Source: an optimization exercise on an open RTL-to-GDS flow (aim: a short achievable clock period and few clock cycles per item). Production flows keep margins and buffers that such runs may drop. Only simulation tests tie the RTL to the original design; equivalence was not proved. The flow treats the clock pin as an ideal source, which a real chip does not have. No activity file was given, so power comes from the tool's default toggle rates.

===== flow/flow/run.sh =====
#!/bin/bash
set -euo pipefail
K=("SETUP_SLACK_MARGIN=7.7" "BUFFER_PORTS_ARGS=-buffer_cell sky130_fd_sc_hd__buf_4")
RES=orfs/results/$FLOW_PLATFORM/wav12_compressor/base
bash standard.sh "${K[@]}" cts > standard_cts.log 2>&1
RES=$RES openroad -no_init -exit flow/rmroot.tcl > rmroot.log 2>&1
if [[ -f $RES/4_cts.odb.new ]]; then
  cp $RES/4_cts.odb.new $RES/4_1_cts.odb
  sleep 1
  mv $RES/4_cts.odb.new $RES/4_cts.odb
  touch $RES/4_cts.sdc
fi
bash standard.sh "${K[@]}" finish > standard_finish.log 2>&1

===== flow/config.mk =====
export PLATFORM = sky130hd
export DESIGN_NAME = wav12_compressor
export DESIGN_NICKNAME = wav12_compressor
export VERILOG_FILES = /design/flow/design.v
export SDC_FILE = /design/flow/constraint.sdc
export NUM_CORES = 4
export LEC_CHECK = 0
export CAP_MARGIN = 20
export CORE_MARGIN = 2
export CORE_UTILIZATION = 40
export CTS_CLUSTER_DIAMETER = 40
export CTS_CLUSTER_SIZE = 8
export PLACE_DENSITY = 0.6
export SLEW_MARGIN = 20

===== flow/flow/rmroot.tcl =====
set res $::env(RES)
read_db $res/4_cts.odb
set block [ord::get_db_block]
set port_net [$block findNet clk]
set root ""
foreach it [$port_net getITerms] {
  set inst [$it getInst]
  if {[string match "clkbuf_0_*" [$inst getName]]} { set root $inst }
}
if {$root eq ""} { puts "no root buffer"; exit 0 }
set out_net [[$root findITerm X] getNet]
set loads {}
foreach it [$out_net getITerms] {
  if {[$it getInst] ne $root} { lappend loads $it }
}
set n_port [llength [$port_net getITerms]]
puts "root [$root getName] drives [llength $loads] pins; port drives $n_port pins"
if {[llength $loads] + $n_port - 1 > 4} { puts "too many loads, keeping the root"; exit 0 }
foreach it $loads {
  $it disconnect
  $it connect $port_net
}
[$root findITerm A] disconnect
odb::dbInst_destroy $root
odb::dbNet_destroy $out_net
$port_net setSigType CLOCK
puts "port now drives [llength [$port_net getITerms]] pins"
write_db $res/4_cts.odb.new

===== flow/constraint.sdc =====
create_clock -name core_clock -period 10.0 [get_ports {clk}]
set_input_delay 2.0000 -clock core_clock [delete_from_list [all_inputs] [get_ports {clk}]]
set_output_delay 2.0000 -clock core_clock [all_outputs]
set_load 0.01 [all_outputs]

===== flow/design.v =====
module wav12_compressor (
    input  wire        clk,
    input  wire        rst,
    input  wire        start,
    input  wire [3:0]  cfg_shift,
    input  wire [15:0] cfg_nsamples,
    output wire        idle,
    output wire        done,
    input  wire        in_valid,
    input  wire [15:0] in_sample,
    output wire        in_ready,
    output wire        out_valid,
    output wire [7:0]  out_data,
    output wire        out_last,
    input  wire        out_ready
);
    reg        idle_q, done_q, in_ready_q, start_q, stall_q;
    reg [15:0] rem;          
    reg [15:0] shift_oh;     
    wire go      = start & idle_q;
    wire take    = in_valid & in_ready_q;
    wire cfg_nz  = |cfg_nsamples;
    reg        take_q;
    wire rem_is0 = take_q ? (rem == 16'd1) : (rem == 16'd0);
    wire rem_is1 = take_q ? (rem == 16'd2) : (rem == 16'd1);
    wire adv     = ~stall_q;
    wire [30:0] in_x = {{15{in_sample[15]}}, in_sample};
    reg  [15:0] xq;
    integer b;
    always @* begin
        for (b = 0; b < 16; b = b + 1)
            xq[b] = |(shift_oh & in_x[b +: 16]);
    end
    reg        v0, l0;
    reg [15:0] x0;
    wire       v0_hold = v0 & stall_q;
    wire       v0_next = take | v0_hold;
    always @(posedge clk) begin
        if (!v0_hold) begin
            x0 <= xq;
            l0 <= rem_is1;
        end
        if (rst) v0 <= 1'b0;
        else     v0 <= v0_next;
    end
    reg        v1, l1;
    reg signed [15:0] x1;
    reg signed [17:0] x1_3;          
    wire signed [17:0] x0w = $signed(x0);
    always @(posedge clk) begin
        if (adv) begin
            x1   <= $signed(x0);
            x1_3 <= x0w + (x0w <<< 1);
            l1   <= l0;
        end
        if (rst)      v1 <= 1'b0;
        else if (adv) v1 <= v0;
    end
    reg signed [15:0] p1;            
    reg signed [19:0] g;             
    reg signed [19:0] h;             
    wire signed [19:0] xw    = x1;
    wire signed [19:0] x3w   = x1_3;
    wire signed [19:0] p1w   = p1;
    wire signed [19:0] e_pos = xw - g;
    wire signed [19:0] e_neg = g - xw;
    wire signed [19:0] g_nx  = x3w + h;
    wire signed [19:0] h_nx  = p1w - x3w;
    reg        v2, l2, neg2;
    reg [19:0] ep2, en2;             
    reg [15:0] x2;
    always @(posedge clk) begin
        if (start_q) begin
            p1 <= 16'sd0;
            g  <= 20'sd0;
            h  <= 20'sd0;
        end else if (adv & v1) begin
            p1 <= x1;
            g  <= g_nx;
            h  <= h_nx;
        end
        if (adv) begin
            ep2  <= e_pos;
            en2  <= e_neg;
            neg2 <= e_pos[19];
            x2   <= x1;
            l2   <= l1;
        end
        if (rst)      v2 <= 1'b0;
        else if (adv) v2 <= v1;
    end
    wire [19:0] ad2 = neg2 ? en2 : ep2;     
    reg  [2:0] pos_acc;
    reg [15:0] sel;
    integer i;
    always @* begin
        sel[0] = |ad2[19:15];
        for (i = 2; i <= 15; i = i + 1)
            sel[i] = ad2[i-1] & ~(|(ad2[19:0] >> i));
        sel[1] = ~(|ad2[19:1]);
    end
    reg [3:0] code_c;
    reg [4:0] sh_c;
    reg [1:0] nf_c;
    reg [2:0] nb_c, pos_c;
    reg [4:0] t_w;
    integer j;
    always @* begin
        code_c = 4'd0; sh_c = 5'd0; nf_c = 2'd0; nb_c = 3'd0; pos_c = 3'd0;
        for (j = 0; j <= 15; j = j + 1) begin
            t_w = {2'b00, pos_acc} + ((j == 0) ? 5'd20 : 5'd5 + j[4:0]);
            if (sel[j]) begin
                code_c = code_c | (j[3:0] - 4'd1);
                sh_c   = sh_c | (5'd27 - j[4:0] - {2'b00, pos_acc});
                nf_c   = nf_c | t_w[4:3];
                nb_c   = nb_c | ({1'b0, t_w[4:3]} + {2'b00, l2 & (t_w[2:0] != 3'd0)});
                pos_c  = pos_c | t_w[2:0];
            end
        end
    end
    wire esc_c = sel[0];
    reg        v3, l3, neg3, esc3;
    reg [14:0] mag3;
    reg [15:0] x3;
    reg [3:0]  code3;
    reg [4:0]  sh3;          
    reg [2:0]  pos3;
    reg [1:0]  nf3;          
    reg [2:0]  nb3;          
    always @(posedge clk) begin
        if (adv) begin
            mag3  <= ad2[14:0];
            neg3  <= neg2;
            esc3  <= esc_c;
            x3    <= x2;
            code3 <= code_c;
            sh3   <= sh_c;
            pos3  <= pos_acc;
            nf3   <= nf_c;
            nb3   <= nb_c;
            l3    <= l2;
        end
        if (start_q)
            pos_acc <= 3'd0;
        else if (adv & v2)
            pos_acc <= pos_c;
        if (rst)      v3 <= 1'b0;
        else if (adv) v3 <= v2;
    end
    reg  [7:0]  carry;
    wire [31:0] head_n = {code3, ~neg3, 27'd0} >> pos3;
    wire [31:0] mag_n  = {17'd0, mag3} << sh3;
    wire [31:0] unit_e = {4'hF, x3, 12'd0} >> pos3;
    wire [31:0] al4    = esc3 ? unit_e : (head_n | mag_n);
    wire [31:0] m4     = al4 | {carry, 24'd0};
    reg  [7:0]  part4;
    always @* begin
        case (nf3)
            2'd0: part4 = m4[31:24];
            2'd1: part4 = m4[23:16];
            2'd2: part4 = m4[15:8];
            default: part4 = m4[7:0];
        endcase
    end
    always @(posedge clk) begin
        if (start_q)
            carry <= 8'd0;
        else if (adv & v3)
            carry <= part4;
    end
    wire        v4  = adv & v3;
    reg [7:0] fdata [0:15];
    reg       flast [0:15];
    reg [3:0] wptr, rptr, rptr1;     
    reg [4:0] count;
    wire [2:0] wn = v4 ? nb3 : 3'd0;           
    integer k;
    always @(posedge clk) begin
        for (k = 0; k < 16; k = k + 1) begin : wr
            reg [3:0] rel;
            rel = k[3:0] - wptr;
            if (rel < {1'b0, wn}) begin
                case (rel[1:0])
                    2'd0: fdata[k] <= m4[31:24];
                    2'd1: fdata[k] <= m4[23:16];
                    2'd2: fdata[k] <= m4[15:8];
                    default: fdata[k] <= m4[7:0];
                endcase
                flast[k] <= l3 & (rel[2:0] == nb3 - 3'd1);
            end
        end
    end
    reg       ov_q, ol_q;
    reg [7:0] od_q;
    wire       xfer    = ov_q & out_ready;
    wire       cnt_is0 = (count == 5'd0);
    wire       cnt_is1 = (count == 5'd1);
    wire [4:0] cnt_add = count + {2'b00, wn};
    wire [4:0] cnt_sub = cnt_add - 5'd1;
    wire [7:0] hd0 = cnt_is0 ? m4[31:24] : fdata[rptr];
    wire       hl0 = cnt_is0 ? (l3 & (nb3 == 3'd1)) : flast[rptr];
    wire [7:0] hd1 = cnt_is1 ? m4[31:24] : fdata[rptr1];
    wire       hl1 = cnt_is1 ? (l3 & (nb3 == 3'd1)) : flast[rptr1];
    always @(posedge clk) begin
        od_q <= xfer ? hd1 : hd0;
        ol_q <= xfer ? hl1 : hl0;
        if (rst) begin
            ov_q  <= 1'b0;
            rptr  <= 4'd0;
            rptr1 <= 4'd1;
            wptr  <= 4'd0;
            count <= 5'd0;
        end else begin
            ov_q  <= xfer ? (cnt_sub != 5'd0) : (cnt_add != 5'd0);
            rptr  <= xfer ? rptr1 : rptr;
            rptr1 <= xfer ? rptr1 + 4'd1 : rptr1;
            wptr  <= wptr + {1'b0, wn};
            count <= xfer ? cnt_sub : cnt_add;
        end
    end
    wire stall_next = cnt_add > 5'd8;
    wire last_out  = xfer & ol_q;
    wire done_next = last_out | (go & ~cfg_nz);
    wire rdy_take  = ~rem_is0 & ~rem_is1 & ~stall_next;
    wire rdy_idle  = ~rem_is0 & (~v0_hold | ~stall_next);
    always @(posedge clk) begin
        if (idle_q) begin
            rem     <= cfg_nsamples;
            shift_oh <= 16'd1 << cfg_shift;
        end else if (take_q) begin
            rem     <= rem - 16'd1;
        end
        if (rst) begin
            idle_q     <= 1'b1;
            done_q     <= 1'b0;
            in_ready_q <= 1'b0;
            start_q    <= 1'b0;
            stall_q    <= 1'b0;
            take_q     <= 1'b0;
        end else begin
            take_q  <= take;
            done_q  <= done_next;
            start_q <= go;
            stall_q <= stall_next;
            if (go)             idle_q <= ~cfg_nz;
            else if (last_out)  idle_q <= 1'b1;
            if (idle_q)
                in_ready_q <= go & cfg_nz;
            else
                in_ready_q <= take ? rdy_take : rdy_idle;
        end
    end
    assign idle      = idle_q;
    assign done      = done_q;
    assign in_ready  = in_ready_q;
    assign out_valid = ov_q;
    assign out_data  = od_q;
    assign out_last  = ol_q;
endmodule

===== flow/standard.sh =====
#!/bin/bash
# synth_recipe.tcl (not shown) runs the flow's synth.tcl, then flattens the netlist and writes it again
# the make line also repeats each setting of config.mk as NAME=value (left out here)
make -C /OpenROAD-flow-scripts/flow DESIGN_CONFIG=/design/flow/config.mk WORK_HOME=/design/flow/orfs CLKGATE_MAP_FILE= SYNTH_SCRIPT=/design/flow/synth_recipe.tcl "${@:-finish}"

==> flow_results.org, run 1 <==
** Synth
- Syn Inst Count :: 2,823
- For this run, the register share of the synthesized area comes to 43.1%.
- EDFF count, synth :: 333
- Dividing the synthesized area by the synthesized cell count gives 9.92 µm².
- In this run, distinct cell masters in the synthesized netlist total 90.
- The Yosys step of the flow raised 3 warnings.
- Syn nets :: 3,039
- Of all flip-flops after synthesis, the portion carrying an async set or reset was 0%.
- In this run, synthesis produced a sequential element count of 436.
- The synthesized design spends more area on one cell type than any other, namely sky130_fd_sc_hd__edfxtp_1.
- Mapped Area :: 28,000 µm²
- Yosys top cell area share :: 35.7%
- Dominant cells by area after synthesis :: sky130_fd_sc_hd__edfxtp_1 36%, sky130_fd_sc_hd__ha_1 7.5%, sky130_fd_sc_hd__dfxtp_1 7.4%
- Top_reg_cell synth :: sky130_fd_sc_hd__edfxtp_1

** Final layout
- The library cells used most frequently in the layout, excluding fill and tap cells, are 333 x sky130_fd_sc_hd__edfxtp_1, 229 x sky130_fd_sc_hd__nand2_1, 210 x sky130_fd_sc_hd__buf_4.
- Number of standard cells in the final layout excluding fillers :: 4,133
- Number of filler cells placed in the layout :: 5,785
- In the final layout, the share of cells above drive strength 1 is 36.3%.
- Count of nets after finishing :: 3,342
- Leading cell type in the layout, fill and taps excluded :: sky130_fd_sc_hd__edfxtp_1
- 0 antenna diodes ended up in the layout.
- Compared with the post-synthesis result, the final layout area differs by 39.7%.

** Place
- At the end of routability-driven placement, the weighted congestion stood at 0.970.
- After detailed placement, the design holds a cell count of 3,670.
- During placement, the flow inserted port buffers numbering 53.
- DP HPWL :: 62,100 µm

** Detailed routing
- Vias after detailed routing :: 25,240
- Residual antenna-violating net count after detailed routing :: 0
- After detailed routing, the average wire length per cell comes to 24.2 µm.
- Detailed-route DRC error count :: 0
- The final layout contains routed wiring with a total length of 99,800 µm.
- For this block, the initial DRC count from the detailed router was 2,612.
- The pre-antenna-repair detailed-routing pass consisted of 7 iterations.
- Ratio of routed vias to standard cells :: 6.11

** Clock network
- CTS buffer count :: 82
- # clock sinks :: 436
- TritonCTS built the clock tree.
- Clock latency on the worst-skew pair, taken at its later pin, is 0.63 ns.
- The H-tree was split into 3 levels.
- After clock tree synthesis, the clock-pin slew on the worst setup and hold paths is 0.05 ns.
- Root Buffer :: sky130_fd_sc_hd__clkbuf_16
- The clock passes through at most 3 buffers.

** STA
- Hold Fails Final Rpt :: 0
- Timing would allow up to 322 MHz.
- Min Clock Period, post-route :: 3.11 ns
- The total count of max-transition violations in the final report was 0.
- Slew Limit Headroom :: 37.3%
- Setup total negative slack :: 0 ns
- Setup repair after global routing could not meet its margin everywhere.
- Endpoints failing setup :: 0
- Hold is met by 0.413 ns.
- Clock skew after layout :: 0.0511 ns
- At the pin with the least slew margin, the transition time is 0.938 ns.
- The worst path uses 31.1% of the clock period.

** Die
- Initial core utilization :: 40.2%
- 54 I/O pins were placed.
- In this run the standard cell core region covers 69,700 µm².
- Site row count :: 97
- The floorplan step defined a die boundary enclosing 72,200 µm².
- Chip Width :: 269 µm
- Die Height :: 269 µm

** GRT
- The total overflow left after global routing is 0.
- Number of global-route vias before repair :: 24,865
- Entering global routing, the biggest net connects 74 pins.
- The initial antenna violation count was 1.
- Wire length of the first global-routing pass :: 149,000 µm
- For this run, the total global-route usage over all layers was measured as 26.9%.

** Critical path
- Traced cell by cell, the critical path runs through buf_6.
- The number of buffers and inverters on the critical path is 1.
- Crit. End Element :: output pin
- Among all stages on the critical path, the largest delay is contributed by sky130_fd_sc_hd__dfxtp_4.
- Data arrives at the worst endpoint at 1.11 ns.
- On the worst path, the slowest cell contributes a delay of 0.35 ns.
- By startpoint and endpoint, the worst setup path is classified as reg -> out.
- Worst EP required :: 8.00 ns
- STA classifies the critical path startpoint as a register.
- The worst register-to-register path has a setup slack of 7.16 ns.
- Along the worst path, the maximum fanout reaches 2.
- Cell class contributing the biggest share of worst-path delay :: flip-flops

** Pwr
- Logic pwr share :: 46.2%
- The share of total power dissipated in the clock network is 26.9%.
- VDD sags by at most 0.157 mV.
- Leakage power of the design :: 0.0147 µW
- The internal portion of the total power is 6360 µW.
- Switching component of the power :: 3860 µW
- Of the total power, the share spent switching nets is 37.8%.
- Flop pwr share :: 26.9%
- In this run the power density over the cells is 261 nW/µm².

** Run status
- Outcome :: finished clean

** Run
- Number of max-cap violations :: 0

** Worst hold path
- Worst min path class :: reg -> reg
==> layer usage <==
layer / up-vias / GRT usage [%] / share of wire (%)
met5: - / 0 / 0.014
met4: 2 / 10.6 / 4.2
met3: 314 / 6.51 / 8.9
met2: 1226 / 43.0 / 46
met1: 12379 / 35.1 / 41
li1: 11319 / - / -
==> sequential cells by signal (all words and copies together), names as in the netlist, 4 cells and up <==
name      flops
fdata       128
wptr          4
ep2          19
code3         4
rem          16
g            20
carry         8
x1           14
flast        16
rptr          4
x0           16
x2           16
od_q          8
rptr1         4
sh3           5
count         5
p1           16
h            19
en2          20
x3           16
shift_oh     16
x1_3         18
mag3         15
==> worst reg2reg max path, delay by kind of cell, from the launching register on <==
family | cells | cell delay (ns)
buffers and inverters | 3 | 0.39
muxes | 4 | 1.18
and+or+nand+nor | 1 | 0.04
DFF | 1 | 0.41
AOI/OAI and AO/OA | 2 | 0.53
==> logic make-up after synthesis <==
kind of cell             Yosys count  synth area share, %
buffers and inverters            325                 4.52
AND/OR/NAND/NOR                  800                 13.8
XOR/XNOR                         110                 3.44
multiplexers                     155                 6.93
flip-flops                       436                 43.1
adder cells (fa/ha/maj)          175                 8.03
AO/OA/AOI/OAI                    822                 20.2
==> what timing repair did <==
action	4_1_cts	5_1_grt
buffers inserted	226	74
endpoints found under the setup margin	468	363
hold buffers	0	0
gates cloned	10	2
pin swaps	205	152
resized for setup	533	235
==> power by group through the flow <==
stage,clock [µW],combinational (µW),sequential [µW]
finish,2750,4730,2750
global route,2860,5020,2780
CTS,2770,4160,2730
detailed placement,0,3070,2810
global placement,0,3030,2800
floorplan,0,2330,2630
==> cell type report <==
| cell class | instances | area [µm²] | area share (%) |
|---|---|---|---|
| Clock buffer | 119 | 2310 | 5.91 |
| Clock inverter | 32 | 450 | 1.15 |
| Inverter | 148 | 599 | 1.53 |
| Multi-Input combinational cell | 2063 | 18200 | 46.4 |
| Sequential cell | 436 | 12100 | 31.0 |
| Tap cell | 940 | 1180 | 3.01 |
| Timing Repair Buffer | 395 | 4310 | 11.0 |
==> worst paths after layout <==
path,from,end,cells after the start
min,x2[12],x3[12],0
max reg2reg,sh3[1],fdata[1][3],10
max,in_ready_q,in_ready,1
min reg2reg,x2[12],x3[12],0
==> Yosys cell counts, types with 12 or more instances <==
library cell / count
sky130_fd_sc_hd__nor2b_1: 52
sky130_fd_sc_hd__a21o_1: 45
sky130_fd_sc_hd__mux4_2: 25
sky130_fd_sc_hd__a22oi_1: 67
sky130_fd_sc_hd__buf_1: 28
sky130_fd_sc_hd__mux2i_1: 77
sky130_fd_sc_hd__nor2_1: 177
sky130_fd_sc_hd__o21a_1: 18
sky130_fd_sc_hd__a221o_1: 20
sky130_fd_sc_hd__o22ai_1: 14
sky130_fd_sc_hd__nand3_1: 60
sky130_fd_sc_hd__a31oi_1: 25
sky130_fd_sc_hd__and3_1: 15
sky130_fd_sc_hd__a22o_1: 34
sky130_fd_sc_hd__o221ai_1: 12
sky130_fd_sc_hd__nor3_1: 60
sky130_fd_sc_hd__buf_2: 12
sky130_fd_sc_hd__a211oi_1: 23
sky130_fd_sc_hd__or3_1: 18
sky130_fd_sc_hd__xor2_1: 31
sky130_fd_sc_hd__edfxtp_1: 333
sky130_fd_sc_hd__dfxtp_1: 103
sky130_fd_sc_hd__and2_1: 21
sky130_fd_sc_hd__mux2_2: 52
sky130_fd_sc_hd__inv_1: 144
sky130_fd_sc_hd__a222oi_1: 28
sky130_fd_sc_hd__ha_1: 167
sky130_fd_sc_hd__nand2b_1: 29
sky130_fd_sc_hd__clkbuf_1: 131
sky130_fd_sc_hd__o211ai_1: 21
sky130_fd_sc_hd__nand2_1: 269
sky130_fd_sc_hd__a32oi_1: 16
sky130_fd_sc_hd__xnor2_1: 79
sky130_fd_sc_hd__o21ai_0: 135
sky130_fd_sc_hd__nand4_1: 23
sky130_fd_sc_hd__a221oi_1: 45
sky130_fd_sc_hd__a21oi_1: 201
==> metrics by stage <==
| stage | cell area, µm² | total power (µW) | util [%] | worst slack [ns] |
|---|---|---|---|---|
| CTS | 37400 | 9660 | 53.7 | 6.87 |
| detailed placement | 30000 | 5870 | 43.1 | 6.13 |
| global placement | 30000 | 5830 | 43.1 | 6.23 |
| global route | 39100 | 10700 | 56.2 | 6.88 |
| floorplan | 29200 | 4960 | - | 6.50 |
| finish | 39100 | 10200 | 56.2 | 6.89 |
Testbench counts, summed over its fixed seeds: cycles 76,747, samples 57,887.
==> inputs of run 2 (changes only) <==
--- a/flow/config.mk
+++ b/flow/config.mk
@@ -8,7 +8,7 @@
 export CAP_MARGIN = 20
 export CORE_MARGIN = 2
 export CORE_UTILIZATION = 40
-export CTS_CLUSTER_DIAMETER = 40
-export CTS_CLUSTER_SIZE = 8
+export CTS_CLUSTER_DIAMETER = 100
+export CTS_CLUSTER_SIZE = 24
 export PLACE_DENSITY = 0.6
 export SLEW_MARGIN = 20
==> run 2 against run 1 <==
Compared with the run above: routed wire length fell by 1.1%; critical path depth stayed put; die area unchanged; flip-flop and latch count stayed put; sequential power about the same; global-route usage decreased by 1.1 points; register-to-register slack worse by 0.02 ns; first-iteration DRC count up 5.1%; combinational power rose by 2%; clock skew is 0.012 ns lower; synthesized area did not move; hold slack better by 0.014 ns; critical endpoint is now idle; largest power group unchanged; highest routed layer is now met4.
==> flow_results.org, run 2 <==
** STA
- Slew Limit Headroom :: 39.6%
- Setup repair after global routing could not meet its margin everywhere.
- The total count of max-transition violations in the final report was 0.
- On the final layout, the worst clock skew is 0.0396 ns.
- Summed over all failing endpoints, the final setup total negative slack is 0 ns.
- Min Clock Period, post-route :: 2.94 ns
- The final count of hold timing violations was 0.
- Setup violations remaining at the end of the flow were counted as 0.
- Transition time of the tightest slew-check pin :: 0.904 ns
- After layout, the worst path uses 29.4% of the clock period.
- Peak Freq :: 340 MHz

** Place
- Count of input and output buffers :: 53
- After legalization and detailed placement, the total HPWL measured 62,100 µm.
- Final estimated routing congestion in global placement :: 0.970

** Synth
- Synthesis produced 2,823 cells.
- Synth cell count leaders :: 333 x sky130_fd_sc_hd__edfxtp_1, 269 x sky130_fd_sc_hd__nand2_1, 201 x sky130_fd_sc_hd__a21oi_1, 177 x sky130_fd_sc_hd__nor2_1, 167 x sky130_fd_sc_hd__ha_1
- The share of the Yosys chip area taken by registers is 43.1%.
- Synth Area in XOR/XNOR :: 3.44%
- Counting distinct cell types in the post-synthesis netlist gives 90.
- Among all cell types in the netlist, the one instantiated most often is sky130_fd_sc_hd__edfxtp_1.
- After Yosys synthesis, and, or, nand and nor cells account for 13.8% of the synthesized area.
- Leading area contributor after synthesis :: sky130_fd_sc_hd__edfxtp_1
- Top_reg_cell synth :: sky130_fd_sc_hd__edfxtp_1
- The share of synthesized area in the top cell type comes to 35.7%.
- Dividing the synthesized area by the synthesized cell count gives 9.92 µm².
- EDFF count, synth :: 333
- The synthesized netlist devotes 20.2% of its cell area to compound gates.
- The Yosys step of the flow raised 3 warnings.
- Syn nets :: 3,039
- In the synthesized netlist the async set-or-reset flop fraction comes to 0%.
- Mapped Area :: 28,000 µm²
- The synthesized design contains 436 register bits.
- Dominant cells by area after synthesis :: sky130_fd_sc_hd__edfxtp_1 36%, sky130_fd_sc_hd__ha_1 7.5%, sky130_fd_sc_hd__dfxtp_1 7.4%
- By area, the combinational part of the netlist is dominated by compound AO/OA/AOI/OAI gates.
- The synthesized netlist devotes 8.03% of its cell area to adder and majority cells.
- Multiplexer share of the synthesized area :: 6.93%

** Final layout
- fdata holds more flip-flops than any other register.
- Syn-to-layout area delta :: 33.3%
- Cells with a size suffix above 1 make up 34.7% of the layout.
- The repair_antennas step left the layout with diodes totalling 0.
- Leading cell type in the layout, fill and taps excluded :: sky130_fd_sc_hd__edfxtp_1
- Count of nets after finishing :: 3,301
- The register with the most flip-flops in the layout has 128 of them.
- Top flop regs :: fdata x128, en2 x20, g x20
- Measured on the finished design, the core utilization comes to 53.6%.
- The top cell types in the final layout, fill and taps aside, are 333 x sky130_fd_sc_hd__edfxtp_1, 224 x sky130_fd_sc_hd__nand2_1, 214 x sky130_fd_sc_hd__buf_4.

** Detailed routing
- Vias after detailed routing :: 24,955
- The final layout contains routed wiring with a total length of 98,700 µm.
- Routed wire per std cell :: 24.4 µm
- DR iter-0 viols :: 2,745
- The first detailed-routing pass took 7 iterations.
- Ratio of routed vias to standard cells :: 6.17
- The detail route stage leaves a number of antenna-violating nets equal to 0.
- In the routed design, unresolved DRC markers number 0.

** GRT
- Global routing consumed, over all layers together, 25.8% of the routing resources.
- Wire length of the first global-routing pass :: 144,000 µm
- Global routing finished with a remaining overflow of 0.
- Global routing consumed, on the met2 layer, 42.1% of the routing resources.
- Largest net degree at the start of global routing :: 74
- The via count of the first global-routing pass was 24,038.
- Global routing consumed, on the met3 layer, 4.20% of the routing resources.
- Fraction of met1 tracks used by global routing :: 35.0%
- Initial antenna violation count :: 1
- Most utilized layer in the global route result :: met2

** Critical path
- Crit path cell chain :: buf_6
- Counting both buffers and inverters, the worst setup path holds a total of 1.
- Arr. time, crit path :: 0.94 ns
- Crit path max fanout :: 2
- Worst r2r dst :: od_q[4]
- Cell class contributing the biggest share of worst-path delay :: flip-flops
- STA puts the critical path data required time at 8.00 ns.
- The largest single stage delay on the critical path is 0.37 ns.
- Number of cell instances on the worst register-to-register path :: 12
- The worst setup path is captured at an output pin.
- Crit Path Class :: reg -> out
- Crit path max-delay cell type :: sky130_fd_sc_hd__dfxtp_4
- Critical R2R Launch :: sh3[1]
- The worst setup path is launched from a register.
- Across all register-to-register paths, the minimum setup slack is 7.14 ns.

** Worst hold path
- Startpoint of the worst hold path :: x2[12]
- Worst min path class :: reg -> reg
- Hold path depth :: 0
- The path with the worst hold slack has its endpoint at x3[12].

** Clock network
- CTS tree :: built
- CTS saw 436 sinks.
- In this run the deepest clock path goes through 3 buffers.
- At the later pin of the worst-skew pair, clock insertion delay measures 0.46 ns.
- CTS buffer count :: 23
- Clock slew at reported path FFs :: 0.09 ns
- The tree is rooted in a sky130_fd_sc_hd__clkbuf_16.
- In this run the number of H-tree levels came out at 1.

** Die
- The floorplan step defined a die boundary enclosing 72,200 µm².
- Initial core utilization :: 40.2%
- From bottom edge to top edge, the die measures 269 µm.
- Core area :: 69,700 µm²
- Chip Width :: 269 µm
- In this run the core area contains 97 standard-cell rows.
- I/O pin count :: 54

** Pwr
- Flop pwr share :: 31.8%
- The internal power of the cells totals 5070 µW.
- IR analysis of the VDD net gives a maximum drop of 0.134 mV.
- Dividing total power by cell area gives a power density of 230 nW/µm².
- Net switching share of the total power :: 41.1%
- Logic pwr share :: 55.9%
- Summed over all cells, the static leakage comes to 0.0139 µW.
- The analysis attributes to net switching a power of 3530 µW.
- Clock group share of total power :: 12.3%

** Run status
- The run finished with no timing, DRC or antenna violations.

** Run
- Across the run, the number of max-cap violations was 0.
[run 2: per-stage QoR]
stage	setup slack (ns)	cells	area (µm²)	hold WS, ns	power (µW)
after floorplan	6.50	2823	29200	0.400	4960
after global placement	6.23	3670	30000	0.405	5830
after detailed placement	6.13	3670	30000	0.405	5870
after CTS	6.90	3940	35200	0.428	7960
after global routing	7.03	4042	37300	0.436	9000
final	7.06	4042	37300	0.427	8610
[run 2: cell families (layout without fill, tap and decap cells)]
kind of cell             Yosys count  in the layout
multiplexers                     155            155
adder cells (fa/ha/maj)          175            175
AND/OR/NAND/NOR                  800            803
XOR/XNOR                         110            110
buffers and inverters            325            601
flip-flops                       436            436
AO/OA/AOI/OAI                    822            822
[run 2: repair_timing]
item	in CTS	in global routing
buffers inserted	218	96
pin swaps	213	159
hold buffers	0	0
setup endpoints to repair	470	351
gates resized for setup	514	256
gates cloned	10	7
hold endpoints to repair	0	0
[run 2: layer usage]
metal | up-vias | wire [µm]
met5 | - | 0
met4 | 0 | 4000
met3 | 266 | 8340
met2 | 1244 | 45400
met1 | 12269 | 41000
li1 | 11176 | -
[run 2: power groups by stage]
stage          registers [µW]  logic [µW]  clock network, µW
2_1_floorplan            2630        2330                  0
3_3_place_gp             2800        3030                  0
3_5_place_dp             2810        3070                  0
4_1_cts                  2720        4140               1100
5_1_grt                  2770        5100               1130
6_report                 2740        4810               1060
[run 2: final cells by class]
cell class | instances | area (µm²)
Multi-Input combinational cell | 2065 | 18100
Fill cell | 5962 | 32300
Tap cell | 940 | 1180
Sequential cell | 436 | 12100
Timing Repair Buffer | 412 | 4590
Inverter | 148 | 623
Clock inverter | 6 | 58.8
Clock buffer | 35 | 631
[run 2: worst max-delay path by stage]
stage            start         end  cells after the start
2_1_floorplan  stall_q       g[10]                      7
3_3_place_gp   ep2[19]  pos_acc[1]                      8
3_5_place_dp   ep2[19]  pos_acc[1]                      8
4_1_cts         idle_q        idle                      1
5_1_grt         idle_q        idle                      1
6_report        idle_q        idle                      1
==> inputs of run 3 (changes only) <==
--- a/flow/config.mk
+++ b/flow/config.mk
@@ -8,7 +8,5 @@
 export CAP_MARGIN = 20
 export CORE_MARGIN = 2
 export CORE_UTILIZATION = 40
-export CTS_CLUSTER_DIAMETER = 100
-export CTS_CLUSTER_SIZE = 24
 export PLACE_DENSITY = 0.6
 export SLEW_MARGIN = 20
==> run 3 against run 2 <==
Compared with the run above: still clean; register-to-register slack lost 0.05 ns; global-route usage about the same; flip-flop and latch count is the same; highest routed layer unchanged.
==> flow_results.org, run 3 <==
** Place
- Final estimated routing congestion in global placement :: 0.970
- Post-Place Cells :: 3,670
- Port buffering added 53 buffers.
- Before CTS, the worst setup slack after placement is 6.13 ns.
- Detailed placement ended at an HPWL of 62,100 µm.

** Critical path
- The worst setup path is captured at a register.
- Critical Path Start Type :: register
- The startpoint identified for the worst register-to-register timing path is sh3[1].
- FF-to-FF setup slack :: 7.09 ns
- At the worst endpoint, the arrival time is 3.04 ns.
- Worst r2r dst :: fdata[5][4]
- By startpoint and endpoint, the worst setup path is classified as reg -> reg.
- For the worst flop-to-flop path, the logic depth is 10.
- STA puts the critical path data required time at 10.12 ns.
- Along the worst path, the maximum fanout reaches 7.

** Die
- The floorplan step defined a core boundary enclosing 69,700 µm².
- Area of the die :: 72,200 µm²
- The initialized floorplan defines 97 standard-cell rows.
- Chip Width :: 269 µm
- For this configuration, the core starts out at a cell density of 40.2%.
- Die Height :: 269 µm
- I/O pin count :: 54

** Clock network
- # clock sinks :: 436
- CTS tree :: built
- At the later pin of the worst-skew pair, clock insertion delay measures 0.43 ns.
- Clk buf depth :: 3
- Buffers inserted during clock tree synthesis total 50.
- Clock slew at reported path FFs :: 0.06 ns
- Clock tree synthesis selected as its root buffer the cell sky130_fd_sc_hd__clkbuf_16.
- Number of H-tree levels :: 2

** Detailed routing
- For this run, the detailed router's first-pass iteration total came to 9.
- Total wire length after detailed routing :: 97,200 µm
- Vias after detailed routing :: 24,859
- In the routed layout, each cell is associated on average with a via count of 6.14.
- Detailed-route DRC error count :: 0
- The detail route stage leaves a number of antenna-violating nets equal to 0.
- After the first detailed-routing iteration, the DRC count stood at 2,630.
- Routed wire per std cell :: 24.0 µm

** STA
- Max-slew violation count :: 0
- Endpoints failing setup :: 0
- Hold is met by 0.408 ns.
- Between clock sinks in the finished design, the worst skew comes to 0.0364 ns.
- Slew Limit Headroom :: 33.4%
- Dividing the final minimum period by the clock period gives 29.1%.
- Hold Fails Final Rpt :: 0
- Transition time of the tightest slew-check pin :: 0.995 ns
- Unrepaired setup endpoints after global routing :: yes
- After layout, the minimum clock period comes to 2.91 ns.
- Summed over all failing endpoints, the final setup total negative slack is 0 ns.
- Peak Freq :: 343 MHz
- Final Worst Setup Slack :: 7.09 ns

** Final layout
- The largest registers in the layout are fdata x128, en2 x20, g x20.
- 0 antenna diodes ended up in the layout.
- Leading cell types in the layout, fill and taps excluded :: 333 x sky130_fd_sc_hd__edfxtp_1, 230 x sky130_fd_sc_hd__nand2_1, 193 x sky130_fd_sc_hd__buf_4
- Leading cell type in the layout, fill and taps excluded :: sky130_fd_sc_hd__edfxtp_1
- Summing all flip-flop and latch instances after layout gives 12,100 µm².
- The register with the most flip-flops in the layout has 128 of them.
- Share of final-layout standard cells stronger than drive strength 1 :: 34.2%
- Syn-to-layout area delta :: 35.0%
- Footprint of the multi-input gates :: 18,200 µm²
- Number of filler cells placed in the layout :: 5,881
- Biggest register :: fdata
- Number of standard cells in the final layout excluding fillers :: 4,051
- In the final design database the tool counted 3,286 nets.

** Worst hold path
- The worst hold path was traced through 0 stages.
- Startpoint of the worst hold path :: x2[14]
- The path with the worst hold slack has its endpoint at x3[14].
- In this run the worst hold path is classified as reg -> reg.

** Run
- Number of max-cap violations :: 0

** Synth
- Sorting the synthesized cells by area gives the leading types as sky130_fd_sc_hd__edfxtp_1 36%, sky130_fd_sc_hd__ha_1 7.5%, sky130_fd_sc_hd__dfxtp_1 7.4%.
- In the synthesized netlist, the cells that appear most often are 333 x sky130_fd_sc_hd__edfxtp_1, 269 x sky130_fd_sc_hd__nand2_1, 201 x sky130_fd_sc_hd__a21oi_1, 177 x sky130_fd_sc_hd__nor2_1, 167 x sky130_fd_sc_hd__ha_1.
- For this run, the leading register cell type out of synthesis is sky130_fd_sc_hd__edfxtp_1.
- Synthesis inferred 436 register bits.
- Leading area contributor after synthesis :: sky130_fd_sc_hd__edfxtp_1
- Share of async-settable or async-resettable flops after synthesis :: 0%
- The number of nets in the synthesized netlist is 3,039.
- A synthesized cell averages 9.92 µm².
- Post-synth cell types :: 90
- Syn Inst Count :: 2,823
- In the post-synthesis netlist, the cell with the most instances is sky130_fd_sc_hd__edfxtp_1.
- Counting flops with a built-in enable in the synthesized netlist gives 333.
- Mapped Area :: 28,000 µm²
- Sequential fraction of the synthesis area :: 43.1%
- The top cell type by area accounts for 35.7% of the synthesized area.
- For this run, the number of Yosys warnings is 3.

** GRT
- Entering global routing, the biggest net connects 74 pins.
- The initial antenna violation count was 0.
- GRT Resource Usage Total :: 25.8%
- Number of global-route vias before repair :: 24,165
- Total global routing overflow :: 0
- The first global-routing pass estimated 144,000 µm of wire.

** Pwr
- Logic pwr share :: 50.3%
- For this design the ratio of total power to cell area is 246 nW/µm².
- Summing internal, switching and leakage power gives 9310 µW.
- The clock network is responsible for 20.2% of the overall power.
- The share of total power dissipated in sequential elements is 29.5%.
- Total internal power :: 5690 µW
- IR analysis of the VDD net gives a maximum drop of 0.161 mV.
- In this run switching power makes up 38.8% of total power.
- In this run the static leakage power is 0.0141 µW.
- For this design the total switching power over the nets is 3620 µW.

** Run status
- The flow ran to the end and the layout has no timing, DRC or antenna violations.
## run 3: kinds of logic after synthesis
family | share of synthesized area [%]
AO/OA/AOI/OAI | 20.2
AND/OR/NAND/NOR | 13.8
XOR/XNOR | 3.44
adder cells (fa/ha/maj) | 8.03
buffers and inverters | 4.52
multiplexers | 6.93
flip-flops | 43.1
## run 3: metal layers
layer | wire (µm) | global-route usage, % | share of wire [%]
met5 | 0 | 0 | 0
met4 | 3640 | 8.69 | 3.7
met3 | 7790 | 4.73 | 8.0
met2 | 45200 | 41.7 | 46
met1 | 40600 | 34.8 | 42
## run 3: area by class of cell
class                      instances  share of cell area [%]
timing repair buffer             369                    10.7
tap                              940                    3.11
clock buffer                      64                    3.47
clock inverter                    28                    1.03
sequential                       436                    32.0
inverter                         148                    1.63
multi-input combinational       2066                    48.0
## run 3: worst max path at each step
stage             from           to  slack, ns
3_3_place_gp   ep2[19]   pos_acc[1]       6.23
6_report        sh3[1]  fdata[5][4]       7.09
4_1_cts         idle_q         idle       6.89
5_1_grt         sh3[1]  fdata[0][6]       7.03
2_1_floorplan  stall_q        g[10]       6.50
3_5_place_dp   ep2[19]   pos_acc[1]       6.13
## run 3: repair_timing
item                                    CTS  global route
pin swaps                               207           142
hold buffers                              0             0
setup buffers                           196            77
gates cloned                             11             5
gates resized for setup                 492           245
endpoints found under the setup margin  468           360
## run 3: per-stage QoR
step           util, %  area [µm²]
2_1_floorplan        -       29200
3_3_place_gp      43.1       30000
3_5_place_dp      43.1       30000
4_1_cts           51.6       36000
5_1_grt           54.3       37800
6_report          54.3       37800
## run 3: worst max-delay path: stages, from the launching register on
cell                       delay [ns]
sky130_fd_sc_hd__edfxtp_1        0.43
sky130_fd_sc_hd__buf_6           0.15
sky130_fd_sc_hd__buf_12          0.13
sky130_fd_sc_hd__buf_6           0.11
sky130_fd_sc_hd__mux4_2          0.46
sky130_fd_sc_hd__mux2_4          0.33
sky130_fd_sc_hd__a211oi_4        0.28
sky130_fd_sc_hd__o21ai_4         0.13
sky130_fd_sc_hd__a221o_1         0.39
sky130_fd_sc_hd__a21oi_2         0.14
sky130_fd_sc_hd__a21oi_2         0.08
## run 3: power by group through the flow
stage                     registers, µW  clock network, µW  logic (µW)
after floorplan                    2630                  0        2330
after CTS                          2730               1960        4100
after detailed placement           2810                  0        3070
after global routing               2780               1980        4970
final                              2750               1880        4680
after global placement             2800                  0        3030
==> inputs of run 4 (changes only) <==
--- a/flow/config.mk
+++ b/flow/config.mk
@@ -7,6 +7,6 @@
 export LEC_CHECK = 0
 export CAP_MARGIN = 20
 export CORE_MARGIN = 2
-export CORE_UTILIZATION = 40
-export PLACE_DENSITY = 0.6
+export CORE_UTILIZATION = 65
+export PLACE_DENSITY = 0.78
 export SLEW_MARGIN = 20
==> run 4 against run 3 <==
Compared with the run above: register-to-register slack lost 0.29 ns; hold slack gained 0.010 ns; via count grew 20%; critical path type unchanged; flip-flop and latch count is the same; clock skew grew 0.0082 ns; cell count shrank 8.3%; routed wire length grew 30%; still clean; sequential share of layout area grew 0.069 points; critical path depth is the same; sequential power grew 4%.
==> flow_results.org, run 4 <==
** Run status
- The flow ran to the end and the layout has no timing, DRC or antenna violations.

** Synth
- Share of async-settable or async-resettable flops after synthesis :: 0%
- The number of nets handed over by synthesis was 3,039.
- Sequential fraction of the synthesis area :: 43.1%
- Leading area contributor after synthesis :: sky130_fd_sc_hd__edfxtp_1
- The synthesized netlist contains 90 unique library cells.
- Among all flip-flop cells after synthesis, the most frequent one is sky130_fd_sc_hd__edfxtp_1.
- After synthesis, the cell types taking the most area are sky130_fd_sc_hd__edfxtp_1 36%, sky130_fd_sc_hd__ha_1 7.5%, sky130_fd_sc_hd__dfxtp_1 7.4%.
- Synth cell count leaders :: 333 x sky130_fd_sc_hd__edfxtp_1, 269 x sky130_fd_sc_hd__nand2_1, 201 x sky130_fd_sc_hd__a21oi_1, 177 x sky130_fd_sc_hd__nor2_1, 167 x sky130_fd_sc_hd__ha_1
- The synthesized design devotes to its leading area cell type 35.7% of total area.
- Average cell area after synthesis :: 9.92 µm²
- Mapped Area :: 28,000 µm²
- The most common cell in the synthesized netlist is sky130_fd_sc_hd__edfxtp_1.
- For this run, the number of Yosys warnings is 3.
- In the synthesized netlist, the number of instances is 2,823.
- In this run, synthesis inferred 333 flip-flops with an integrated enable.
- Number of flip-flops and latches in the synthesized netlist :: 436

** Critical path
- Counting stages on the worst path, the most repeated cell is sky130_fd_sc_hd__buf_4.
- FF-to-FF setup slack :: 6.79 ns
- In this run the critical register-to-register path is launched from sh3[1].
- Critical Path Max Stage Delay :: 0.76 ns
- Crit path cell chain :: buf_4 > buf_4 > bufbuf_16 > nor2_1 > a22oi_2 > a21o_1 > buf_4 > o31ai_4 > a222oi_1 > mux2i_2
- Along the worst path, the maximum fanout reaches 15.
- At the worst endpoint, the arrival time is 3.32 ns.
- Crit. End Element :: register
- Worst EP required :: 10.11 ns
- Crit Path Class :: reg -> reg
- Among all stages on the critical path, the largest delay is contributed by sky130_fd_sc_hd__mux2i_2.
- The endpoint identified for the worst register-to-register timing path is fdata[7][5].
- Counting cells, the worst reg-to-reg path comes to 10.
- STA classifies the critical path startpoint as a register.

** STA
- Period Utilization, post-route :: 32.1%
- Setup total negative slack :: 0 ns
- The total count of max-transition violations in the final report is 0.
- Measured against its own limit, the worst slew margin works out to 30.3%.
- Unrepaired setup endpoints after global routing :: yes
- Clock skew after layout :: 0.0446 ns
- Peak Freq :: 312 MHz
- Min Clock Period, post-route :: 3.21 ns
- Hold is met by 0.418 ns.
- Hold Fails Final Rpt :: 0
- Endpoints failing setup :: 0
- Transition time of the tightest slew-check pin :: 1.05 ns

** Final layout
- In the layout the commonest cells are 333 x sky130_fd_sc_hd__edfxtp_1, 229 x sky130_fd_sc_hd__buf_4, 224 x sky130_fd_sc_hd__nand2_1.
- The library cell used most frequently in the layout, excluding fill and tap cells, is sky130_fd_sc_hd__edfxtp_1.
- Count of nets after finishing :: 3,344
- The register with the most flip-flops in the layout has 128 of them.
- The filler cells instantiated in the layout total 1,645.
- In the final layout, the share of cells above drive strength 1 is 36.9%.
- Compared with the post-synthesis result, the final layout area differs by 34.9%.
- In the final layout, the multi-input gates occupy 18,200 µm².
- fdata holds more flip-flops than any other register.
- In the final layout, flip-flops and latches occupy 12,100 µm².
- Top flop regs :: fdata x128, en2 x20, g x20

** Place
- During placement, the flow inserted port buffers numbering 53.
- The congestion estimate from routability-driven global placement came to 0.983.
- Summed over all nets, the half-perimeter wirelength after detailed placement is 58,900 µm.

** Die
- Initial core utilization :: 65.5%
- Pin placement for this block handled 54 I/O pins.
- Core area :: 42,800 µm²
- Chip Width :: 212 µm
- Die Height :: 212 µm
- In this run the core area contains 76 standard-cell rows.
- Area of the die :: 44,800 µm²

** GRT
- The first global-routing pass estimated 157,000 µm of wire.
- Entering global routing, the biggest net connects 84 pins.
- Initial antenna violation count :: 8
- Total global routing overflow :: 0
- GRT Resource Usage Total :: 46.1%
- Number of global-route vias before repair :: 26,364

** Detailed routing
- Ratio of routed vias to standard cells :: 8.04
- Vias after detailed routing :: 29,869
- Residual antenna-violating net count after detailed routing :: 0
- The first routing iteration left 6,518 violations.
- Router iterations before antenna repair :: 17
- Dividing the detail-routed wire length by the instance count gives 33.9 µm.
- Total wire length after detailed routing :: 126,000 µm
- Detailed-route DRC error count :: 0

** Clock network
- Root Buffer :: sky130_fd_sc_hd__clkbuf_16
- No sink is reached through more buffers than the 3 on the longest clock path.
- TritonCTS built the clock tree.
- In this run the number of H-tree levels came out at 2.
- Later-pin clock latency in the skew report :: 0.44 ns
- CTS buffer count :: 46
- After clock tree synthesis, the clock-pin slew on the worst setup and hold paths is 0.07 ns.
- The number of hold buffers added after CTS was 0.
- Counting every sink on the clock net gives 436.

** Worst hold path
- Worst min path class :: reg -> reg
- The worst hold path begins at x2[10].
- The worst hold path was traced through 0 stages.
- Terminating pin of the worst hold path :: x3[10]

** Pwr
- Maximum VDD drop :: 0.263 mV
- Leakage power of the design :: 0.0144 µW
- Cell area power density :: 259 nW/µm²

** Run
- Number of max-cap violations :: 0
-- run 4: cell types whose count changed in the layout (fill, tap and decap cells not counted), sizes merged --
cell | before | now
clkinvlp | 7 | 12
bufinv | 8 | 4
clkbuf | 67 | 57
nand2 | 269 | 270
bufbuf | 5 | 6
clkinv | 19 | 20
and2 | 27 | 26
buf | 361 | 423
diode | 0 | 4
-- run 4: stage by stage --
stage / instance area, µm² / power (µW) / instances / util, % / setup WS, ns
final: 37800 / 9780 / 3716 / 88.3 / 6.79
after global routing: 37800 / 9940 / 3712 / 88.3 / 6.71
after CTS: 35400 / 8510 / 3589 / 82.7 / 6.89
after detailed placement: 29500 / 5820 / 3272 / 69.0 / 6.30
after global placement: 29500 / 5730 / 3272 / 69.0 / 6.44
after floorplan: 29200 / 4960 / 2823 / - / 6.50
-- run 4: final cells by class --
class	count	area share [%]
clock inverter	30	0.755
timing repair buffer	431	12.3
multi-input combinational	2066	48.3
inverter	148	1.60
tap	546	1.81
sequential	436	32.1
clock buffer	55	3.19
antenna	4	0.0265
-- run 4: how the worst max path moves through the flow --
stage / end / depth (start not counted) / slack, ns / start
CTS: out_last / 1 / 6.89 / ol_q
global route: h[18] / 12 / 6.71 / x1_3[0]
detailed placement: pos_acc[1] / 8 / 6.30 / ep2[19]
finish: fdata[7][5] / 10 / 6.79 / sh3[1]
global placement: pos_acc[0] / 8 / 6.44 / ep2[19]
floorplan: g[10] / 7 / 6.50 / stall_q
-- run 4: logic make-up after synthesis --
kind of cell               after synthesis  share of synthesized area [%]
AOI/OAI and AO/OA                      822                           20.2
and+or+nand+nor                        800                           13.8
DFF                                    436                           43.1
buffers and inverters                  325                           4.52
adders and majority gates              175                           8.03
muxes                                  155                           6.93
xor gates and xnor gates               110                           3.44
-- run 4: critical path, delay by kind of cell (launching register included) --
family	cells	cell delay [ns]
AOI/OAI and AO/OA	4	0.80
buffers and inverters	4	0.71
DFF	1	0.44
muxes	1	0.76
and+or+nand+nor	1	0.17
-- run 4: routing by layer --
| layer | GRT usage [%] | part of all wire, % | vias to the layer above |
|---|---|---|---|
| met5 | 0 | 0.20 | - |
| met1 | 58.1 | 31 | 13662 |
| met2 | 69.3 | 41 | 3548 |
| met3 | 15.1 | 17 | 1356 |
| li1 | - | - | 11293 |
| met4 | 28.0 | 11 | 10 |
-- run 4: repair_timing --
item | CTS | global route
gates resized for setup | 494 | 313
cloned | 11 | 4
pin swaps | 215 | 225
endpoints found under the setup margin | 491 | 473
setup buffers | 220 | 120
-- run 4: report_power, final --
| part | switching (µW) | leakage [µW] | internal (µW) |
|---|---|---|---|
| logic | 2960 | 0.00966 | 2200 |
| registers | 408 | 0.00402 | 2440 |
| clock network | 804 | 0.000714 | 971 |
| total | 4180 | 0.0144 | 5610 |
==> inputs of run 5 (changes only) <==
--- a/flow/flow/run.sh
+++ b/flow/flow/run.sh
@@ -1,6 +1,6 @@
 #!/bin/bash
 set -euo pipefail
-K=("SETUP_SLACK_MARGIN=7.7" "BUFFER_PORTS_ARGS=-buffer_cell sky130_fd_sc_hd__buf_4")
+K=("SETUP_SLACK_MARGIN=8.0" "BUFFER_PORTS_ARGS=-buffer_cell sky130_fd_sc_hd__buf_4")
 RES=orfs/results/$FLOW_PLATFORM/wav12_compressor/base
 bash standard.sh "${K[@]}" cts > standard_cts.log 2>&1
 RES=$RES openroad -no_init -exit flow/rmroot.tcl > rmroot.log 2>&1
--- a/flow/config.mk
+++ b/flow/config.mk
@@ -7,6 +7,6 @@
 export LEC_CHECK = 0
 export CAP_MARGIN = 20
 export CORE_MARGIN = 2
-export CORE_UTILIZATION = 65
-export PLACE_DENSITY = 0.78
+export CORE_UTILIZATION = 40
+export PLACE_DENSITY = 0.6
 export SLEW_MARGIN = 20
==> run 5 against run 4 <==
Compared with the run above: still clean on timing, DRC and antenna; synthesized area did not move; design area grew 2.7%; combinational power fell by 8.5%; power fell by 3.6%; clock skew increased by 0.014 ns; register-to-register slack better by 0.44 ns; worst setup slack gained 0.29 ns; core utilization is 33 points lower; non-clock buffer count down 39; via count decreased by 15%.
==> flow_results.org, run 5 <==
** Clock network
- The clock net in this run drives a total of 436 sinks.
- Clk buf depth :: 3
- Clock slew at reported path FFs :: 0.06 ns
- CTS tree :: built
- CTS Hold Bufs :: 0
- TritonCTS created 51 clock buffers.
- Clock latency on the worst-skew pair, taken at its later pin, is 0.45 ns.
- Root Buffer :: sky130_fd_sc_hd__clkbuf_16
- The clock tree synthesis step divided the H-tree into 2 levels.

** Final layout
- Compared with the post-synthesis result, the final layout area differs by 38.5%.
- The repair_antennas step left the layout with diodes totalling 0.
- Count of nets after finishing :: 3,311
- Share of final-layout standard cells stronger than drive strength 1 :: 37.1%
- The register with the most flip-flops in the layout has 128 of them.
- The largest registers in the layout are fdata x128, en2 x20, g x20.
- The library cell used most frequently in the layout, excluding fill and tap cells, is sky130_fd_sc_hd__edfxtp_1.
- Leading cell types in the layout, fill and taps excluded :: 333 x sky130_fd_sc_hd__edfxtp_1, 220 x sky130_fd_sc_hd__nand2_1, 184 x sky130_fd_sc_hd__buf_4
- fdata holds more flip-flops than any other register.

** GRT
- Wire length of the first global-routing pass :: 148,000 µm
- Fraction of met1 tracks used by global routing :: 35.8%
- Largest net degree at the start of global routing :: 81
- GRT Resource Usage Total :: 26.6%
- Most utilized layer in the global route result :: met2
- The via count of the first global-routing pass came to 24,311.
- For met2 alone, demand over resource in global routing was 42.1%.
- Global routing used 5.61% of the available met3 tracks.
- Initial antenna violation count :: 1
- Global routing finished with a remaining overflow of 0.

** STA
- Worst hold margin :: 0.419 ns
- The total count of max-transition violations in the final report was 0.
- Setup repair after global routing could not meet its margin everywhere.
- The final count of hold timing violations was 0.
- Slew Limit Headroom :: 37.4%
- Transition time of the tightest slew-check pin :: 0.934 ns
- Period Utilization, post-route :: 29.2%
- Clock skew after layout :: 0.0589 ns
- The worst path needs 2.92 ns of the cycle, external delays included.
- Derived from the worst setup path, the maximum achievable clock frequency is 342 MHz.
- Endpoints failing setup :: 0
- After routing, the total negative slack on setup checks comes to 0 ns.

** Critical path
- Crit Path Class :: reg -> out
- Number of buffers and inverters on the critical path :: 1
- Crit path max fanout :: 1
- Among all stages on the critical path, the largest delay is contributed by sky130_fd_sc_hd__dfxtp_4.
- At the worst endpoint, the required time is 8.00 ns.
- Cell class contributing the biggest share of worst-path delay :: flip-flops
- The largest single stage delay on the critical path is 0.36 ns.
- Arr. time, crit path :: 0.92 ns
- Traced cell by cell, the critical path runs through buf_6.
- STA classifies the critical path startpoint as a register.
- Crit. End Element :: output pin

** Place
- Count of input and output buffers :: 53
- The congestion estimate from routability-driven global placement came to 0.953.
- Once detailed placement completed, the half-perimeter wirelength came to 61,900 µm.

** Run status
- Outcome :: finished clean

** Synth
- Sequential fraction of the synthesis area :: 43.1%
- Share of async-settable or async-resettable flops after synthesis :: 0%
- Dominant cells by area after synthesis :: sky130_fd_sc_hd__edfxtp_1 36%, sky130_fd_sc_hd__ha_1 7.5%, sky130_fd_sc_hd__dfxtp_1 7.4%
- EDFF count, synth :: 333
- Synthesis inferred 436 register bits.
- Among all cell types in the netlist, the one instantiated most often is sky130_fd_sc_hd__edfxtp_1.
- Leading area contributor after synthesis :: sky130_fd_sc_hd__edfxtp_1
- The cell area that synthesis handed to floorplanning was 28,000 µm².
- Top_reg_cell synth :: sky130_fd_sc_hd__edfxtp_1
- Post-synth cell types :: 90
- Average cell area after synthesis :: 9.92 µm²
- The share of synthesized area in the top cell type comes to 35.7%.
- For this run, the number of Yosys warnings is 3.
- Syn nets :: 3,039
- The commonest cells after synthesis are 333 x sky130_fd_sc_hd__edfxtp_1, 269 x sky130_fd_sc_hd__nand2_1, 201 x sky130_fd_sc_hd__a21oi_1, 177 x sky130_fd_sc_hd__nor2_1, 167 x sky130_fd_sc_hd__ha_1.
- Syn Inst Count :: 2,823

** Pwr
- Final Total Pwr :: 9430 µW
- In this run the static leakage power is 0.0145 µW.
- In this run the power density over the cells is 243 nW/µm².
- Maximum VDD drop :: 0.136 mV

** Detailed routing
- Total wire length after detailed routing :: 99,300 µm
- Ratio of routed vias to standard cells :: 6.19
- Residual antenna-violating net count after detailed routing :: 0
- For this run, design rule violations remaining after detail routing come to 0.
- The first detailed-routing pass took 14 iterations.
- Dividing the detail-routed wire length by the instance count gives 24.4 µm.
- The detailed router placed 25,254 vias in this run.
- In this run, the number of DRC markers left after iteration 0 of detailed routing was 3,086.

** Die
- Initial core utilization :: 40.2%
- Core area :: 69,700 µm²
- The die is 269 µm wide.
- In this run the vertical extent of the chip is 269 µm.
- The initialized floorplan defines 97 standard-cell rows.
- In this run the count of I/O pins placed on the die edge is 54.
- The floorplan step defined a die boundary enclosing 72,200 µm².

** Run
- Number of max-cap violations :: 0

** Worst hold path
- The path class of the tightest hold or removal check is reg -> reg.
## run 5: cell counts after synthesis
Identical to the previous run, type by type.
## run 5: area by class of cell
class | count | area, µm²
well taps | 940 | 1180
clock buffers | 57 | 1300
repair buffers | 392 | 4600
multi-input cells | 2067 | 18500
clock inverters | 37 | 484
inverters | 148 | 614
fillers | 5799 | 30900
flip-flops and latches | 436 | 12100
## run 5: cells by family after synthesis
| logic type | count (synthesis) | synth area share (%) |
|---|---|---|
| fa+ha+maj | 175 | 8.03 |
| flops | 436 | 43.1 |
| xor+xnor | 110 | 3.44 |
| simple gates | 800 | 13.8 |
| compound gates | 822 | 20.2 |
| mux | 155 | 6.93 |
| buf+inv | 325 | 4.52 |
## run 5: path summary, 6_finish.rpt
kind                 from          end  slack (ns)  cells after the start
setup / recovery  od_q[2]  out_data[2]        7.08                      1
hold / removal      x2[7]        x3[7]        0.42                      0
setup reg to reg   sh3[1]  fdata[9][6]        7.23                      8
hold reg to reg     x2[7]        x3[7]        0.42                      0
## run 5: per-layer routing
layer	vias up	part of all wire (%)
li1	11238	-
met5	-	0
met2	1356	46
met1	12354	41
met3	306	9.5
met4	0	4.1
## run 5: timing repair
action                                  in CTS  in global routing
endpoints found under the setup margin     529                548
pin swaps                                  210                170
resized for setup                          558                269
gates cloned                                20                  0
setup buffers                              222                 75
endpoints found under the hold margin        0                  0
## run 5: power by group
part           switching (µW)  leakage (µW)  internal, µW
Clock                     772      0.000859          1200
Combinational            2600       0.00961          2120
Sequential                312       0.00402          2440
Total                    3690        0.0145          5750
## run 5: stage by stage
| stage | util, % | cells | instance area [µm²] | worst slack [ns] |
|---|---|---|---|---|
| floorplan | - | 2823 | 29500 | 6.50 |
| global placement | 43.4 | 3665 | 30300 | 6.02 |
| detailed placement | 43.4 | 3666 | 30300 | 5.93 |
| CTS | 53.2 | 4003 | 37000 | 6.88 |
| global route | 55.7 | 4077 | 38800 | 7.06 |
| finish | 55.7 | 4077 | 38800 | 7.08 |
==> inputs of run 6 (changes only) <==
--- a/flow/flow/run.sh
+++ b/flow/flow/run.sh
@@ -1,6 +1,6 @@
 #!/bin/bash
 set -euo pipefail
-K=("SETUP_SLACK_MARGIN=8.0" "BUFFER_PORTS_ARGS=-buffer_cell sky130_fd_sc_hd__buf_4")
+K=("SETUP_SLACK_MARGIN=8.4" "BUFFER_PORTS_ARGS=-buffer_cell sky130_fd_sc_hd__buf_4")
 RES=orfs/results/$FLOW_PLATFORM/wav12_compressor/base
 bash standard.sh "${K[@]}" cts > standard_cts.log 2>&1
 RES=$RES openroad -no_init -exit flow/rmroot.tcl > rmroot.log 2>&1
==> run 6 against run 5 <==
Compared with the run above: still clean on timing, DRC and antenna; synthesized area is the same; maximum frequency grew 0.43%; die area is the same; power grew 0.82%; synthesized cell count is the same; clock skew shrank 0.015 ns; count of clock-buffer cells in the layout grew 4; register-to-register slack lost 0.03 ns; routed wire length grew 1.8%; sequential share of layout area shrank 0.52 points; combinational power grew 4%; critical endpoint is now idle; largest cell class unchanged; highest routed layer is now met5.
==> flow_results.org, run 6 <==
** Run status
- Outcome :: finished clean

** Synth
- The synthesized design devotes to its leading area cell type 35.7% of total area.
- Dominant cells by area after synthesis :: sky130_fd_sc_hd__edfxtp_1 36%, sky130_fd_sc_hd__ha_1 7.5%, sky130_fd_sc_hd__dfxtp_1 7.4%
- Share of async-settable or async-resettable flops after synthesis :: 0%
- Synthesis inferred 436 register bits.
- Post-synth cell types :: 90
- Average cell area after synthesis :: 9.92 µm²
- Top_reg_cell synth :: sky130_fd_sc_hd__edfxtp_1
- The synthesized netlist occupies a cell area of 28,000 µm².
- Sequential fraction of the synthesis area :: 43.1%
- Yosys instantiated no cell more often than sky130_fd_sc_hd__edfxtp_1.
- Yosys warns :: 3
- Syn Inst Count :: 2,823
- The biggest area contributor in the post-synthesis netlist is sky130_fd_sc_hd__edfxtp_1.
- In this run, synthesis inferred 333 flip-flops with an integrated enable.
- When the netlist entered floorplanning its net count stood at 3,039.
- Synth cell count leaders :: 333 x sky130_fd_sc_hd__edfxtp_1, 269 x sky130_fd_sc_hd__nand2_1, 201 x sky130_fd_sc_hd__a21oi_1, 177 x sky130_fd_sc_hd__nor2_1, 167 x sky130_fd_sc_hd__ha_1

** Clock network
- CTS tree :: built
- Counting along the longest clock path gives a buffer depth of 3.
- CTS placed an instance of sky130_fd_sc_hd__clkbuf_16 at the clock tree root.
- TritonCTS created 50 clock buffers.
- Clock slew at reported path FFs :: 0.06 ns
- CTS built an H-tree with a depth of 2.
- The clock reaches the later pin of the worst-skew pair after 0.44 ns.
- Counting every sink on the clock net gives 436.

** Final layout
- Count of nets after finishing :: 3,349
- Share of final-layout standard cells stronger than drive strength 1 :: 39.1%
- The library cell used most frequently in the layout, excluding fill and tap cells, is sky130_fd_sc_hd__edfxtp_1.
- Syn-to-layout area delta :: 40.8%
- Max FFs per register :: 128
- Number of filler cells placed in the layout :: 5,657
- In the layout the commonest cells are 333 x sky130_fd_sc_hd__edfxtp_1, 222 x sky130_fd_sc_hd__nand2_1, 190 x sky130_fd_sc_hd__buf_4.
- 0 antenna diodes ended up in the layout.
- The largest registers in the layout are fdata x128, en2 x20, g x20.
- Biggest register :: fdata

** STA
- Counting I/O delays and the setup requirement, the final critical path takes 2.91 ns.
- Hold Fails Final Rpt :: 0
- Final Worst Setup Slack :: 7.09 ns
- Max-slew violation count :: 0
- Period Utilization, post-route :: 29.1%
- Peak Freq :: 344 MHz
- Slew Limit Headroom :: 35.1%
- Unrepaired setup endpoints after global routing :: yes
- Transition time of the tightest slew-check pin :: 0.970 ns
- Setup total negative slack on the finished layout was measured at 0 ns.
- Clock skew after layout :: 0.0438 ns
- Setup violations remaining at the end of the flow were counted as 0.

** Die
- Site row count :: 97
- I/O pin count :: 54
- Die Height :: 269 µm
- Chip Width :: 269 µm
- For this configuration, the core starts out at a cell density of 40.2%.
- Core area :: 69,700 µm²
- The die covers 72,200 µm².

** GRT
- The initial antenna violation count was 2.
- The total overflow left after global routing is 0.
- The first global-routing pass estimated 147,000 µm of wire.
- Largest net degree at the start of global routing :: 72
- GRT Resource Usage Total :: 26.4%
- The via count of the first global-routing pass was 24,411.

** Critical path
- Number of buffers and inverters on the critical path :: 1
- STA classifies the critical path endpoint as an output pin.
- Crit path cell chain :: buf_6
- For the worst setup path, the data required time is 8.00 ns.
- STA classifies the critical path startpoint as a register.
- Setup slack on the worst reg-to-reg path comes out at 7.20 ns.
- Arr. time, crit path :: 0.91 ns
- Of all nets on the critical path, the largest fanout is 2.
- Critical Path Max Stage Delay :: 0.36 ns
- In this design, the largest share of critical-path delay is due to flip-flops.
- For this design, the slowest cell found on the critical path is sky130_fd_sc_hd__dfxtp_4.
- The setup path with the least slack is of type reg -> out.

** Detailed routing
- In the routed design, unresolved DRC markers number 0.
- Router iterations before antenna repair :: 8
- Routed wire per std cell :: 24.6 µm
- Residual antenna-violating net count after detailed routing :: 0
- DR iter-0 viols :: 2,706
- Total wire length after detailed routing :: 101,000 µm
- In the routed layout, each cell is associated on average with a via count of 6.18.
- Detailed routing inserted a total of 25,423 vias.

** Pwr
- In this run, flip-flops and latches consume 29.0% of the power.
- Cell area power density :: 241 nW/µm²
- Clock group share of total power :: 19.3%
- Maximum VDD drop :: 0.161 mV
- Logic pwr share :: 51.7%
- Net switching is 39.7% of the power.
- In this run the static leakage power is 0.0147 µW.
- Total internal power :: 5740 µW
- In this run the power spent charging and discharging nets is 3770 µW.

** Run
- Number of max-cap violations :: 0

** Place
- Worst slack at placement :: 5.91 ns
- Final estimated routing congestion in global placement :: 0.937
- During placement, the flow inserted port buffers numbering 53.
- After legalization and detailed placement, the total HPWL measured 61,900 µm.

** Worst hold path
- The min-delay analysis places its worst path in the category reg -> reg.
## run 6: cell counts after synthesis
Identical to the previous run, type by type.
## run 6: power by group through the flow
stage               logic [µW]  registers, µW  clock network, µW
finish                    4920           2760               1830
global route              5190           2790               1930
CTS                       4310           2740               1910
detailed placement        3120           2810                  0
global placement          3090           2800                  0
floorplan                 2390           2640                  0
## run 6: kinds of logic after synthesis
logic type               synth area share [%]
AO/OA/AOI/OAI                            20.2
flip-flops                               43.1
XOR/XNOR                                 3.44
multiplexers                             6.93
buffers and inverters                    4.52
AND/OR/NAND/NOR                          13.8
adder cells (fa/ha/maj)                  8.03
## run 6: worst paths after layout
kind | depth (start not counted) | end | from
min reg2reg | 0 | x3[14] | x2[14]
max reg2reg | 8 | fdata[11][6] | sh3[1]
max | 1 | idle | idle_q
min | 0 | x3[14] | x2[14]
## run 6: routing by layer
| layer | wire length (µm) | vias up | global-route usage [%] |
|---|---|---|---|
| met3 | 9660 | 253 | 4.86 |
| met1 | 41800 | 12621 | 36.8 |
| li1 | - | 11317 | - |
| met5 | 32 | - | 0 |
| met4 | 3510 | 4 | 7.67 |
| met2 | 46200 | 1228 | 41.7 |
## run 6: area by class of cell
class	instances	area (µm²)	area share, %
tap	940	1180	2.98
timing repair buffer	432	5030	12.8
inverter	148	631	1.60
sequential	436	12100	30.7
multi-input combinational	2066	18800	47.7
clock inverter	32	353	0.895
clock buffer	61	1290	3.27
## run 6: through the flow
stage | instances | cell area [µm²] | hold slack, ns | util (%) | total power (µW)
3_5_place_dp | 3667 | 30400 | 0.405 | 43.6 | 5930
3_3_place_gp | 3667 | 30400 | 0.404 | 43.6 | 5880
4_1_cts | 4018 | 37400 | 0.417 | 53.7 | 8960
5_1_grt | 4115 | 39400 | 0.429 | 56.6 | 9910
6_report | 4115 | 39400 | 0.418 | 56.6 | 9510
2_1_floorplan | 2823 | 29700 | 0.400 | - | 5030
## run 6: what timing repair did
item	CTS	global route
gates resized for setup	631	262
pin swaps	260	188
setup buffers	242	91
hold buffers	0	0
setup endpoints to repair	690	590
cloned	15	6

## re-timing with driven ports
No port has a modelled driver above. Below, the same layouts with a new extraction and two added sets of constraints.
Step 1 sets driving cells, clkbuf_16 on the clock port and buf_2 on the other inputs (assumed; they add their load-dependent delay and slew).
Step 2 also shifts input and output timing later by t, the mid clock arrival at the registers, as if the neighbouring blocks saw the same clock.
Slacks: ideal ports / drivers / drivers and shift; pairs: ideal ports / drivers.
run	t, ns	setup slack, ns	worst setup path at the end
run 1	0.675	6.894 / 6.828 / 6.815	input to register
run 2	0.523	7.063 / 6.978 / 6.663	input to register
run 3	0.536	7.086 / 6.977 / 6.832	input to register
run 4	0.547	6.792 / 6.792 / 6.774	input to register
run 5	0.542	7.080 / 6.954 / 6.809	input to register
run 6	0.538	7.092 / 6.970 / 6.800	input to register
After both steps every run listed still meets setup and hold. For run 2, which loses most, drivers alone change the setup slack by -0.085 ns; drivers and shift together by -0.400 ns.
